From an optimization exercise on the open Yosys and OpenROAD flow, aimed at small area, a short achievable clock period and few clock cycles per item; shortcuts taken in it are not production practice. RTL that was checked went through simulation tests only; none was proved equivalent to the original. Power figures rest on the tool's default switching activity, not on a simulated workload.

exp/fjord:
## des_core
module des_core (
  input  wire        clk,
  input  wire        rst,
  input  wire        start,
  input  wire [1:0]  op,
  input  wire [63:0] key,
  input  wire [63:0] din,
  output reg         busy,
  output reg         done,
  output reg         err,
  output wire [63:0] dout
);
  function [63:0] ip;
    input [63:0] x;
    begin
      ip[63] = x[6];
      ip[62] = x[14];
      ip[61] = x[22];
      ip[60] = x[30];
      ip[59] = x[38];
      ip[58] = x[46];
      ip[57] = x[54];
      ip[56] = x[62];
      ip[55] = x[4];
      ip[54] = x[12];
      ip[53] = x[20];
      ip[52] = x[28];
      ip[51] = x[36];
      ip[50] = x[44];
      ip[49] = x[52];
      ip[48] = x[60];
      ip[47] = x[2];
      ip[46] = x[10];
      ip[45] = x[18];
      ip[44] = x[26];
      ip[43] = x[34];
      ip[42] = x[42];
      ip[41] = x[50];
      ip[40] = x[58];
      ip[39] = x[0];
      ip[38] = x[8];
      ip[37] = x[16];
      ip[36] = x[24];
      ip[35] = x[32];
      ip[34] = x[40];
      ip[33] = x[48];
      ip[32] = x[56];
      ip[31] = x[7];
      ip[30] = x[15];
  ...
==> flow/config.mk <==
export PLATFORM = sky130hd
export DESIGN_NAME = des_core
export DESIGN_NICKNAME = des_core
export VERILOG_FILES = /design/flow/design.v
export SDC_FILE = /design/flow/constraint.sdc
export NUM_CORES = 4
export LEC_CHECK = 0
export ABC_AREA = 1
export CAP_MARGIN = 20
export CORE_MARGIN = 2
export CORE_UTILIZATION = 30
export CTS_BUF_LIST = sky130_fd_sc_hd__clkbuf_4 sky130_fd_sc_hd__clkbuf_8
export SLEW_MARGIN = 20
==> flow/constraint.sdc <==
create_clock -name core_clock -period 10.0 [get_ports {clk}]
set_input_delay 2.0000 -clock core_clock [delete_from_list [all_inputs] [get_ports {clk}]]
set_output_delay 2.0000 -clock core_clock [all_outputs]
set_load 0.01 [all_outputs]
standard.sh (not shown) runs the stock make flow with config.mk's settings and CLKGATE_MAP_FILE= SYNTH_SCRIPT=/design/flow/synth_recipe.tcl, a recipe that flattens the netlist after the stock synthesis.
==> flow/flow/run.sh <==
#!/bin/bash
# Own layout flow: the standard flow (standard.sh), with
#  - synthesis run by standard.sh with the ORFS scripts unchanged except the ABC
#    script that ABC_AREA=1 selects, which is replaced by flow/abc_area.script
#    (area mapping with map -a); no half/full-adder extraction (ADDER_MAP_FILE empty),
#  - port buffers of one fixed type (buf_1) instead of the default; timing repair
#    resizes them where needed,
set -euo pipefail
ARGS=(SETUP_SLACK_MARGIN=6.85 ADDER_MAP_FILE= "BUFFER_PORTS_ARGS=-buffer_cell sky130_fd_sc_hd__buf_1")
rm -rf own_scripts
cp -r "$FLOW_HOME/scripts" own_scripts
cp flow/abc_area.script own_scripts/abc_area.script
bash standard.sh "${ARGS[@]}" SCRIPTS_DIR="$PWD/own_scripts" synth > synth.log 2>&1
bash standard.sh "${ARGS[@]}" finish > standard.log 2>&1
==> flow/flow/abc_area.script <==
strash
dch
map -a
exp/fjord: flow completed, timing, DRC and antenna clean
Testbench counts of exp/fjord, summed over its fixed seeds: cycles 8,736, blocks 512.
> inputs changed (exp/fjord -> exp/tundra)
# exp/fjord
export LEC_CHECK = 0
export ABC_AREA = 1
export CAP_MARGIN = 20
export CORE_MARGIN = 2
export CORE_UTILIZATION = 30
export CTS_BUF_LIST = sky130_fd_sc_hd__clkbuf_4 sky130_fd_sc_hd__clkbuf_8
export SLEW_MARGIN = 20
create_clock -name core_clock -period 10.0 [get_ports {clk}]
# exp/tundra
export LEC_CHECK = 0
export ABC_AREA = 1
export CAP_MARGIN = 20
export CORE_MARGIN = 2
export CORE_UTILIZATION = 40
export CTS_BUF_LIST = sky130_fd_sc_hd__clkbuf_4 sky130_fd_sc_hd__clkbuf_8
export SLEW_MARGIN = 20
create_clock -name core_clock -period 10.0 [get_ports {clk}]
Results
Wire length (lower): exp/tundra
Power density normalized to cell area: exp/tundra > exp/fjord
Launching instance or port of the critical path = r_half[12]: exp/tundra; launching instance or port of the critical path = r_half[18]: exp/fjord
exp/fjord consumes less power than exp/tundra.
The top layer reached by signal wires comes out met4 in one run and met5 in the other, namely in exp/tundra and exp/fjord respectively.
For exp/willow, these inputs were changed with respect to exp/tundra:
# exp/tundra
export LEC_CHECK = 0
export ABC_AREA = 1
export CAP_MARGIN = 20
export CORE_MARGIN = 2
export CORE_UTILIZATION = 40
export CTS_BUF_LIST = sky130_fd_sc_hd__clkbuf_4 sky130_fd_sc_hd__clkbuf_8
export SLEW_MARGIN = 20
create_clock -name core_clock -period 10.0 [get_ports {clk}]
# exp/willow
export LEC_CHECK = 0
export ABC_AREA = 1
export CAP_MARGIN = 20
export CORE_MARGIN = 2
export CORE_UTILIZATION = 50
export CTS_BUF_LIST = sky130_fd_sc_hd__clkbuf_4 sky130_fd_sc_hd__clkbuf_8
export SLEW_MARGIN = 20
create_clock -name core_clock -period 10.0 [get_ports {clk}]
### Flow results
- All of exp/tundra and exp/willow finish clean.
- Post-cts gate resize count went down by more than 10% going from exp/tundra to exp/willow.
- From exp/tundra to exp/willow the numbers moved as follows: flip-flop and latch count essentially unchanged; layout overhead on the synthesized area decreased 0.79 points; register share of total power increased 1.1 points; count of clock-net buffers in the final layout decreased 2.
- Relative to exp/tundra, final worst-path setup slack has gone down in exp/willow.
- Taking exp/tundra as the reference, in exp/willow peak ir drop on the vdd network +14%; total wire length -about 4%.
Edits applied to the flow inputs when going from exp/willow to exp/sierra:
# exp/willow
export LEC_CHECK = 0
export ABC_AREA = 1
export CAP_MARGIN = 20
export CORE_MARGIN = 2
export CORE_UTILIZATION = 50
export CTS_BUF_LIST = sky130_fd_sc_hd__clkbuf_4 sky130_fd_sc_hd__clkbuf_8
export SLEW_MARGIN = 20
create_clock -name core_clock -period 10.0 [get_ports {clk}]
# exp/sierra
export LEC_CHECK = 0
export ABC_AREA = 1
export CAP_MARGIN = 20
export CORE_MARGIN = 2
export CORE_UTILIZATION = 40
export CTS_BUF_LIST = sky130_fd_sc_hd__clkbuf_4 sky130_fd_sc_hd__clkbuf_8
export SLEW_MARGIN = 20
create_clock -name core_clock -period 10.0 [get_ports {clk}]
==> flow/flow/run.sh <==
#!/bin/bash
# Own layout flow: the standard flow (standard.sh, run whole), with
#  - port buffers of one fixed type instead of the default,
#  - other make settings given below.
# The clock period, constraints, power grid, placement, CTS and routing steps are the
# standard ones.  make's full output goes to standard.log in the work folder.
set -euo pipefail
bash standard.sh SETUP_SLACK_MARGIN=7 ADDER_MAP_FILE= "BUFFER_PORTS_ARGS=-buffer_cell sky130_fd_sc_hd__buf_1" finish > standard.log 2>&1
removed: flow/flow/abc_area.script
[summary]
Re global routing usage summed across all routing layers: exp/sierra is 5.5 points down on exp/willow.
Density: exp/sierra sparser than exp/willow
In exp/sierra, the synthesized cell count came out 161 above the value in exp/willow.
Power: exp/sierra draws more than exp/willow
Relative slew slack in exp/sierra is 6.5 points below exp/willow.
Comparing the two runs side by side, exp/sierra comes out ahead of exp/willow on register-to-register slack.
exp/sierra gives more number of cells after detailed placement than exp/willow did.

---

Another version of the RTL of des_core (not shown whole).
Size: ~1300 cells after synthesis, about 200 I/O pins, roughly 11000 sq um of cells after synthesis.
clock: 10.0 ns
lec_check: 0
abc_clock_period_in_ps: 3000
cap_margin: 20
core_margin: 2
core_utilization: 60
setup_slack_margin: 5
slew_margin: 20
run.sh (not shown) runs the stock make flow with config.mk's settings and CLKGATE_MAP_FILE= SYNTH_SCRIPT=/design/flow/synth_recipe.tcl, a recipe that flattens the netlist after the stock synthesis.
Stock flow here: none of the scripts above is used.
The first run finished clean.
Rerun with:
- CORE_UTILIZATION: 60 -> 40
Final cell count rises by 6.9%.
Worst setup slack improves by 0.62 ns.
Routed wire length climbs by 7.6%.
No functional check of the RTL was part of any run of this note.

---

Setup of P:
des_core with an RTL version that a note above also has.
For scale: roughly 1400 cells after synthesis, about 130 flip-flops, roughly 200 I/O pins, ~9500 um^2 of cells after synthesis.
Settings: LEC_CHECK=0, ABC_AREA=1, CAP_MARGIN=20, CORE_MARGIN=2, CORE_UTILIZATION=40, CTS_BUF_LIST=sky130_fd_sc_hd__clkbuf_4 sky130_fd_sc_hd__clkbuf_8, SLEW_MARGIN=20; clock period 10.0 ns.
standard.sh (not shown) runs the stock make flow with config.mk's settings and CLKGATE_MAP_FILE= SYNTH_SCRIPT=/design/flow/synth_recipe.tcl, a recipe that flattens the netlist after the stock synthesis.
==> flow/flow/run.sh <==
#!/bin/bash
# Own layout flow: the standard flow (standard.sh), with
#  - synthesis run by standard.sh with the ORFS scripts unchanged except the ABC
#    script that ABC_AREA=1 selects, which is replaced by flow/abc_area.script
#    (area mapping with map -a); no half/full-adder extraction (ADDER_MAP_FILE empty),
#  - port buffers of one fixed type (buf_1) instead of the default; timing repair
#    resizes them where needed,
set -euo pipefail
ARGS=(SETUP_SLACK_MARGIN=7.3 ADDER_MAP_FILE= "BUFFER_PORTS_ARGS=-buffer_cell sky130_fd_sc_hd__buf_1")
rm -rf own_scripts
cp -r "$FLOW_HOME/scripts" own_scripts
cp flow/abc_area.script own_scripts/abc_area.script
bash standard.sh "${ARGS[@]}" SCRIPTS_DIR="$PWD/own_scripts" synth > synth.log 2>&1
bash standard.sh "${ARGS[@]}" finish > standard.log 2>&1
==> flow/flow/abc_area.script <==
strash
dch
map -a
Testbench counts of P, summed over its fixed seeds: cycles 8,736, blocks 512.
Inputs modified between P and Q:
--- a/flow/flow/run.sh
+++ b/flow/flow/run.sh
@@ -7,5 +7,5 @@
 #    resizes them where needed,
 set -euo pipefail
-ARGS=(SETUP_SLACK_MARGIN=7.3 ADDER_MAP_FILE= "BUFFER_PORTS_ARGS=-buffer_cell sky130_fd_sc_hd__buf_1")
+ARGS=(SETUP_SLACK_MARGIN=6.4 ADDER_MAP_FILE= "BUFFER_PORTS_ARGS=-buffer_cell sky130_fd_sc_hd__buf_1")
 rm -rf own_scripts
 cp -r "$FLOW_HOME/scripts" own_scripts
## What came out
- P ended up with sky130_fd_sc_hd__dfxtp_4 as its slowest stage cell on the critical path; Q ended up with sky130_fd_sc_hd__dfxtp_1.
- Relative to P, the share of cells above drive strength 1 of Q is lower by 31 points.
- Q vs P — via count dropped by more than 10%
- Relative slew slack: Q vs P down 4.5 points
- Diff P -> Q | fmax | decrease of 15%
Relative to Q, the following input files were edited for R:
Settings: TNS_END_PERCENT: unset -> 10.
--- a/flow/flow/run.sh
+++ b/flow/flow/run.sh
@@ -7,5 +7,5 @@
 #    resizes them where needed,
 set -euo pipefail
-ARGS=(SETUP_SLACK_MARGIN=6.4 ADDER_MAP_FILE= "BUFFER_PORTS_ARGS=-buffer_cell sky130_fd_sc_hd__buf_1")
+ARGS=(SETUP_SLACK_MARGIN=6.85 ADDER_MAP_FILE= "BUFFER_PORTS_ARGS=-buffer_cell sky130_fd_sc_hd__buf_1")
 rm -rf own_scripts
 cp -r "$FLOW_HOME/scripts" own_scripts
Findings:
Between R and Q, it is R whose largest stage delay on the critical path is lower, by 180 ps. Compared with Q, R shows actual transition at the worst max-transition pin lower by 42 ps. Lower critical path depth was reported by R, not Q. Utilization after layout is lower on Q. Between Q and R, the clock skew figures differ only marginally. Delta (R minus Q): wire length of the first global-routing pass now sits higher; via count of the first global-routing pass now sits higher; maximum fanout along the worst path now sits higher; number of buffers inserted by post-CTS setup repair now sits higher; clock transition at the registers of the reported paths now sits at about the same level. Comparing R with Q, the register area came out essentially unchanged.

## port drivers added, routing unchanged
The results above use ideal ports. As a check the final layouts listed here were re-extracted and re-timed, cells and wires unchanged. Step 1 (the two cells are an assumption about what drives the block):
set clk [get_ports {clk}]
set_driving_cell -lib_cell sky130_fd_sc_hd__clkbuf_16 $clk
set_driving_cell -lib_cell sky130_fd_sc_hd__buf_2 [delete_from_list [all_inputs] $clk]
Step 2 adds t to the input delays and takes it off the output delays; t is the mean of the earliest and latest rising clock arrival at the registers after step 1. Input paths then give back, and output paths get back, about the clock's delay inside the block. Slacks: ideal / step 1 / step 2; pairs: ideal / step 1.
| run | t, ns | setup WS [ns] | hold WS [ns] | worst setup path at the end | latest minus earliest clock arrival (ns) |
|---|---|---|---|---|---|
| exp/fjord | 0.516 | 6.876 / 6.833 / 6.402 | 0.464 / 0.464 / 0.464 | input to register | 0.021 / 0.021 |
| exp/tundra | 0.502 | 6.894 / 6.853 / 6.427 | 0.466 / 0.466 / 0.466 | input to register | 0.015 / 0.015 |
| exp/willow | 0.515 | 6.889 / 6.846 / 6.424 | 0.477 / 0.477 / 0.477 | input to register | 0.019 / 0.018 |
| exp/sierra | 0.520 | 6.968 / 6.924 / 6.529 | 0.473 / 0.473 / 0.473 | input to register | 0.025 / 0.025 |
| the first run of note 2 | 0.475 | 5.581 / 5.608 / 5.133 | 0.447 / 0.447 / 0.447 | input to register | 0.013 / 0.013 |
| the second run of note 2 | 0.475 | 6.203 / 6.155 / 5.774 | 0.471 / 0.471 / 0.471 | input to register | 0.008 / 0.008 |
| P | 0.516 | 6.984 / 6.940 / 6.507 | 0.467 / 0.467 / 0.467 | input to register | 0.012 / 0.013 |
| Q | 0.509 | 6.471 / 6.471 / 6.028 | 0.460 / 0.460 / 0.460 | input to register | 0.010 / 0.010 |
| R | 0.514 | 6.815 / 6.782 / 6.324 | 0.459 / 0.459 / 0.459 | input to register | 0.012 / 0.012 |
After both steps setup and hold are still met in every run listed. The setup slack of R, which loses most, moves by -0.033 ns with the drivers and by -0.491 ns with both steps.
